This is an optimization exercise on Yosys and OpenROAD, whose aim is small area, a short achievable clock period and few clock cycles per item, not a production implementation.
The RTL was checked by simulation tests, not by an equivalence proof against the original design.
Power figures rest on the tool's default switching activity, not on a simulated workload.

## rng90_codec
module rng90_codec (
    input  wire        clk,
    input  wire        rst,
    input  wire        cmd_valid,
    output wire        cmd_ready,
    input  wire [7:0]  cmd_opcode,
    input  wire [7:0]  cmd_param1,
    input  wire [15:0] cmd_param2,
    input  wire [7:0]  cmd_len,
    input  wire        din_valid,
    output wire        din_ready,
    input  wire [7:0]  din_data,
    output wire        tx_valid,
    input  wire        tx_ready,
    output wire [7:0]  tx_data,
    output wire        tx_last,
    input  wire        rsp_valid,
    output wire        rsp_ready,
    input  wire [5:0]  rsp_cap,
    input  wire        rx_valid,
    output wire        rx_ready,
    input  wire [7:0]  rx_data,
    output wire        res_valid,
    input  wire        res_ready,
    output wire        res_ok,
    output wire [7:0]  res_count,
    output wire        pl_valid,
    input  wire        pl_ready,
    output wire [7:0]  pl_data,
    output wire        pl_last
);
    rng90_framer u_framer (
        .clk       (clk),
        .rst       (rst),
        .cmd_valid (cmd_valid),
        .cmd_ready (cmd_ready),
        .cmd_opcode(cmd_opcode),
        .cmd_param1(cmd_param1),
        .cmd_param2(cmd_param2),
        .cmd_len   (cmd_len),
        .din_valid (din_valid),
        .din_ready (din_ready),
        .din_data  (din_data),
        .tx_valid  (tx_valid),
        .tx_ready  (tx_ready),
        .tx_data   (tx_data),
        .tx_last   (tx_last)
    );
    rng90_validator u_validator (
        .clk      (clk),
        .rst      (rst),
        .rsp_valid(rsp_valid),
        .rsp_ready(rsp_ready),
        .rsp_cap  (rsp_cap),
        .rx_valid (rx_valid),
        .rx_ready (rx_ready),
        .rx_data  (rx_data),
        .res_valid(res_valid),
        .res_ready(res_ready),
        .res_ok   (res_ok),
        .res_count(res_count),
        .pl_valid (pl_valid),
        .pl_ready (pl_ready),
        .pl_data  (pl_data),
        .pl_last  (pl_last)
    );
endmodule
Size: about 1400 cells after synthesis, roughly 490 flip-flops, ~110 I/O pins.
Settings: LEC_CHECK=0, ABC_CLOCK_PERIOD_IN_PS=2000, CAP_MARGIN=20, CORE_MARGIN=2, CORE_UTILIZATION=60, PLACE_DENSITY=0.76, SETUP_SLACK_MARGIN=3.25, SLEW_MARGIN=20; clock period 5.5 ns.
standard.sh (not shown) runs the stock make flow with config.mk's settings and CLKGATE_MAP_FILE= SYNTH_SCRIPT=/design/flow/synth_recipe.tcl, a recipe that flattens the netlist after the stock synthesis.
==> flow/flow/run.sh <==
#!/bin/bash
# The standard layout, with plain buffers on the ports (instead of the delay
# cells buffer_ports picks by default), resizing not tied to footprints, and
# a flatter clock tree (larger sink clusters, no dummy loads).
set -euo pipefail
bash standard.sh \
  "BUFFER_PORTS_ARGS=-buffer_cell sky130_fd_sc_hd__buf_2" \
  MATCH_CELL_FOOTPRINT=0 \
  "CTS_ARGS=-sink_clustering_enable -repair_clock_nets -sink_clustering_size 24 -sink_clustering_max_diameter 80 -dont_use_dummy_load" \
  finish > flow_make.log 2>&1
The first run went through all stages and came out clean.
Testbench counts at the start, summed over its fixed seeds: cycles 38,871, items 2,080.
Change:
- CORE_UTILIZATION: 60 -> 55
- PLACE_DENSITY: 0.76 -> 0.72
- SETUP_SLACK_MARGIN: 3.25 -> 3.3
=>
- The new run finished with timing, DRC and antenna clean
- setup slack got worse by 0.086 ns
- global-route usage goes down by 1.6 points
- area after synthesis does not change
- core utilization went down by 3.9 points
- final cell count is higher by 4.0%
- maximum frequency drops by 3.6%
- wire length is higher by 4.0%
- via count barely changes
- clock power barely changes
- worst hold slack gets better by 0.017 ns
- register-to-register slack barely changes

---

== v6 ==
Another version of the RTL of rng90_codec (not shown whole).
Size in the first run: roughly 1300 cells after synthesis, roughly 110 I/O pins, about 20000 µm² of cells after synthesis.
Design rng90_codec, start of the top module:
module rng90_codec (
    input  wire        clk,
    input  wire        rst,
    input  wire        cmd_valid,
    output wire        cmd_ready,
    input  wire [7:0]  cmd_opcode,
    input  wire [7:0]  cmd_param1,
    input  wire [15:0] cmd_param2,
    input  wire [7:0]  cmd_len,
    input  wire        din_valid,
    output wire        din_ready,
    input  wire [7:0]  din_data,
    output wire        tx_valid,
    input  wire        tx_ready,
    output wire [7:0]  tx_data,
    output wire        tx_last,
    input  wire        rsp_valid,
    output wire        rsp_ready,
    input  wire [5:0]  rsp_cap,
    input  wire        rx_valid,
    output wire        rx_ready,
    input  wire [7:0]  rx_data,
    output wire        res_valid,
    input  wire        res_ready,
    output wire        res_ok,
    output wire [7:0]  res_count,
    output wire        pl_valid,
    input  wire        pl_ready,
    output wire [7:0]  pl_data,
    output wire        pl_last
);
    rng90_framer u_framer (
        .clk       (clk),
        .rst       (rst),
        .cmd_valid (cmd_valid),
        .cmd_ready (cmd_ready),
        .cmd_opcode(cmd_opcode),
        .cmd_param1(cmd_param1),
        .cmd_param2(cmd_param2),
        .cmd_len   (cmd_len),
        .din_valid (din_valid),
        .din_ready (din_ready),
        .din_data  (din_data),
        .tx_valid  (tx_valid),
        .tx_ready  (tx_ready),
        .tx_data   (tx_data),
        .tx_last   (tx_last)
    );
    rng90_validator u_validator (
        .clk      (clk),
        .rst      (rst),
        .rsp_valid(rsp_valid),
        .rsp_ready(rsp_ready),
        .rsp_cap  (rsp_cap),
        .rx_valid (rx_valid),
        .rx_ready (rx_ready),
        .rx_data  (rx_data),
        .res_valid(res_valid),
        .res_ready(res_ready),
  ...
==> flow/config.mk <==
export PLATFORM = sky130hd
export DESIGN_NAME = rng90_codec
export DESIGN_NICKNAME = rng90_codec
export VERILOG_FILES = /design/flow/design.v
export SDC_FILE = /design/flow/constraint.sdc
export NUM_CORES = 4
export LEC_CHECK = 0
export ABC_CLOCK_PERIOD_IN_PS = 2000
export CAP_MARGIN = 20
export CORE_MARGIN = 2
export CORE_UTILIZATION = 55
export PLACE_DENSITY = 0.72
export SETUP_SLACK_MARGIN = 3.3
export SLEW_MARGIN = 20
==> flow/constraint.sdc <==
create_clock -name core_clock -period 5.5 [get_ports {clk}]
set_input_delay 1.1000 -clock core_clock [delete_from_list [all_inputs] [get_ports {clk}]]
set_output_delay 1.1000 -clock core_clock [all_outputs]
set_load 0.01 [all_outputs]
Scripts as last shown in full above: flow/flow/run.sh
Testbench counts of v6, summed over its fixed seeds: cycles 38,863, items 2,080.
## Diff of input files: v7 against v6
- changing SETUP_SLACK_MARGIN from 3.3 to 3.1
- changing ABC_CLOCK_PERIOD_IN_PS from 2000 to 2400
v7: share of power burned in combinational logic is 1.0 points lower than what v6 reported.
Against v6, v7 comes in 214 lower on via count of the first global-routing pass.
v6 → v7: post-route met1 wirelength saw little to no change; clock power picked up an extra about 4%.

---

red:
rng90_codec with an RTL version that a note above also has.
For scale: roughly 1400 cells after synthesis, roughly 110 I/O pins.
Settings: LEC_CHECK=0, ABC_CLOCK_PERIOD_IN_PS=2000, CAP_MARGIN=20, CORE_MARGIN=2, CORE_UTILIZATION=60, PLACE_DENSITY=0.76, SETUP_SLACK_MARGIN=3.2, SLEW_MARGIN=20; clock period 5.5 ns.
Scripts as last shown in full above: flow/flow/run.sh
red completed every stage of the flow, and the final layout passed the timing, design-rule and antenna checks.
Testbench counts of red, summed over its fixed seeds: cycles 38,871, items 2,080.
[inputs] blue vs red
- ABC_CLOCK_PERIOD_IN_PS changed from 2000 to 2200
- SETUP_SLACK_MARGIN changed from 3.2 to 3.3
==> results.txt <==
- Worst setup path endpoint = pl_data[2]: blue; worst setup path endpoint = tx_data[4]: red
- Against red, blue comes in 53 higher on post-cts resize count.
- Combinational share of power, blue and red: lower on red
- Summary of the comparison: first-pass GRT wire length is higher in blue, relative to red.

---

Setup of build 27:
rng90_codec with an RTL version that a note above also has.
Size in the first run: ~1300 cells after synthesis, roughly 470 flip-flops, about 110 I/O pins.
export LEC_CHECK = 0
export ABC_CLOCK_PERIOD_IN_PS = 1800
export CAP_MARGIN = 20
export CORE_MARGIN = 2
export CORE_UTILIZATION = 55
export PLACE_DENSITY = 0.72
export SETUP_SLACK_MARGIN = 3.35
export SLEW_MARGIN = 20
create_clock -name core_clock -period 5.5 [get_ports {clk}]
==> flow/flow/run.sh <==
#!/bin/bash
# The standard layout, with plain buffers on the ports (instead of the delay
# cells buffer_ports picks by default), resizing not tied to footprints, and
# a flatter clock tree (larger sink clusters, no dummy loads).
set -euo pipefail
bash standard.sh \
  "BUFFER_PORTS_ARGS=-buffer_cell sky130_fd_sc_hd__buf_2" \
  MATCH_CELL_FOOTPRINT=0 \
  "CTS_ARGS=-sink_clustering_enable -repair_clock_nets -sink_clustering_size 30 -sink_clustering_max_diameter 100 -dont_use_dummy_load" \
  finish > flow_make.log 2>&1
Testbench counts of build 27, summed over its fixed seeds: cycles 38,863, items 2,080.
The inputs of build 53 differ from those of build 27 as listed below.
--- a/flow/flow/run.sh
+++ b/flow/flow/run.sh
@@ -8,3 +8,3 @@
   MATCH_CELL_FOOTPRINT=0 \
-  "CTS_ARGS=-sink_clustering_enable -repair_clock_nets -sink_clustering_size 30 -sink_clustering_max_diameter 100 -dont_use_dummy_load" \
+  "CTS_ARGS=-sink_clustering_enable -repair_clock_nets -sink_clustering_size 24 -sink_clustering_max_diameter 80 -dont_use_dummy_load" \
   finish > flow_make.log 2>&1
--- a/flow/config.mk
+++ b/flow/config.mk
@@ -7,3 +7,4 @@
 export LEC_CHECK = 0
-export ABC_CLOCK_PERIOD_IN_PS = 1800
+export ABC_AREA = 1
+export ABC_CLOCK_PERIOD_IN_PS = 2000
 export CAP_MARGIN = 20
@@ -12,3 +13,3 @@
 export PLACE_DENSITY = 0.72
-export SETUP_SLACK_MARGIN = 3.35
+export SETUP_SLACK_MARGIN = 3.25
 export SLEW_MARGIN = 20
==> results.txt <==
- Die area sits higher in build 53 than in build 27.
- Summary of build 53 over build 27: via count went up, total area of multi-input combinational cells decreased 610 µm², share of post-route cells with drive strength above 1 went down 14 points, design area shows a reduction of 1.3%.
- Area of the mapped netlist: build 53 higher than build 27
- Lower width of the die was reported by build 27, not build 53.
- In the final design statistics, build 53 uses more standard cells in total than build 27.
- On build 53: HPWL after detailed placement is 8.5% higher than what build 27 gave.
- What build 27 reported for number of global-route vias before repair has to be multiplied by 1.2 to get the figure for build 53.
Inputs modified between build 53 and build 17:
--- a/flow/config.mk
+++ b/flow/config.mk
@@ -7,3 +7,2 @@
 export LEC_CHECK = 0
-export ABC_AREA = 1
 export ABC_CLOCK_PERIOD_IN_PS = 2000
## What came out
- Build 17 finished every step from synthesis to the final layout, and the layout passed the timing, design-rule and antenna checks.
- Going from build 53 to build 17, routing usage on met3 now smaller, achievable clock frequency now larger.
- Vertical die dimension sits lower in build 17 than in build 53.
- In the flow results for build 53 and build 17, the via count is larger on build 53.
- Of build 53 and build 17, build 53 shows the higher die area, with build 17 below it.
- u_framer.tx_d[1]$_DFFE_PN_ as the origin of the worst setup path was reported by build 53, and u_framer.tx_d[5]$_DFFE_PN_ by build 17.
- Compared with build 53, build 17 shows global-route usage lower by 2.1 points.
- Compare build 53 and build 17 | leakage power higher: build 53
For build 76, these inputs were changed with respect to build 17:
--- a/flow/flow/run.sh
+++ b/flow/flow/run.sh
@@ -8,3 +8,3 @@
   MATCH_CELL_FOOTPRINT=0 \
-  "CTS_ARGS=-sink_clustering_enable -repair_clock_nets -sink_clustering_size 24 -sink_clustering_max_diameter 80 -dont_use_dummy_load" \
+  "CTS_ARGS=-sink_clustering_enable -repair_clock_nets -sink_clustering_size 30 -sink_clustering_max_diameter 100 -dont_use_dummy_load" \
   finish > flow_make.log 2>&1
--- a/flow/config.mk
+++ b/flow/config.mk
@@ -12,3 +12,3 @@
 export PLACE_DENSITY = 0.72
-export SETUP_SLACK_MARGIN = 3.25
+export SETUP_SLACK_MARGIN = 3.3
 export SLEW_MARGIN = 20
- The clock-buffer cell count in build 76 sits 5 below the value recorded for build 17.
- The final critical-path required period of build 76 falls short of that of build 17 by 0.048 ns.
- Summary: with build 17 as the reference, number of ordinary inverters in the final layout in build 76 moved up by a few percent.
- The design area was comparable across build 17 and build 76.
- Build 17 → build 76: highest attainable clock frequency increased by 8.9 MHz relative to the old numbers, share of the clock period used by the worst path after layout fell by 0.88 points, final worst-path setup slack picked up an extra 0.048 ns, total track usage now sits lower.

-- static timing again, ports no longer ideal --
The results above use ideal ports. As a check the final layouts listed here were re-extracted and re-timed, cells and wires unchanged. Step 1 sets driving cells, clkbuf_16 on the clock port and buf_2 on the other inputs (assumed; they add their load-dependent delay and slew). Step 2 moves the port delays by t, midway between the first and last clock arrival at a register: inputs arrive t later, outputs are due t later. That takes back most of the time a late clock gives input paths. a / b / c = ideal ports / drivers / drivers and shift; a / b = the first two.
| run | t (ns) | setup WS [ns] | latest minus earliest clock arrival (ns) | worst register clock-pin slew, ns | cell pins on the clock port's net |
|---|---|---|---|---|---|
| the first run of note 1 | 0.605 | 3.191 / 3.137 / 2.692 | 0.063 / 0.063 | 0.10 / 0.10 | 1 |
| the second run of note 1 | 0.623 | 3.105 / 3.047 / 2.778 | 0.073 / 0.072 | 0.10 / 0.10 | 1 |
| v6 | 0.591 | 3.191 / 3.137 / 2.704 | 0.065 / 0.065 | 0.10 / 0.10 | 1 |
| v7 | 0.597 | 3.073 / 3.064 / 2.648 | 0.042 / 0.041 | 0.10 / 0.10 | 1 |
| red | 0.603 | 3.150 / 3.097 / 2.747 | 0.045 / 0.045 | 0.10 / 0.10 | 1 |
| blue | 0.604 | 3.175 / 3.117 / 2.802 | 0.040 / 0.040 | 0.10 / 0.10 | 1 |
| build 27 | 0.586 | 3.195 / 3.138 / 2.815 | 0.040 / 0.040 | 0.12 / 0.12 | 1 |
| build 53 | 0.603 | 3.101 / 3.047 / 2.802 | 0.077 / 0.077 | 0.10 / 0.10 | 1 |
| build 17 | 0.603 | 3.141 / 3.083 / 2.726 | 0.044 / 0.044 | 0.10 / 0.10 | 1 |
| build 76 | 0.592 | 3.190 / 3.133 / 2.789 | 0.038 / 0.038 | 0.12 / 0.12 | 1 |
After both steps every run listed still meets setup and hold. The setup slack of the first run of note 1, which loses most, moves by -0.054 ns with the drivers and by -0.499 ns with both steps.
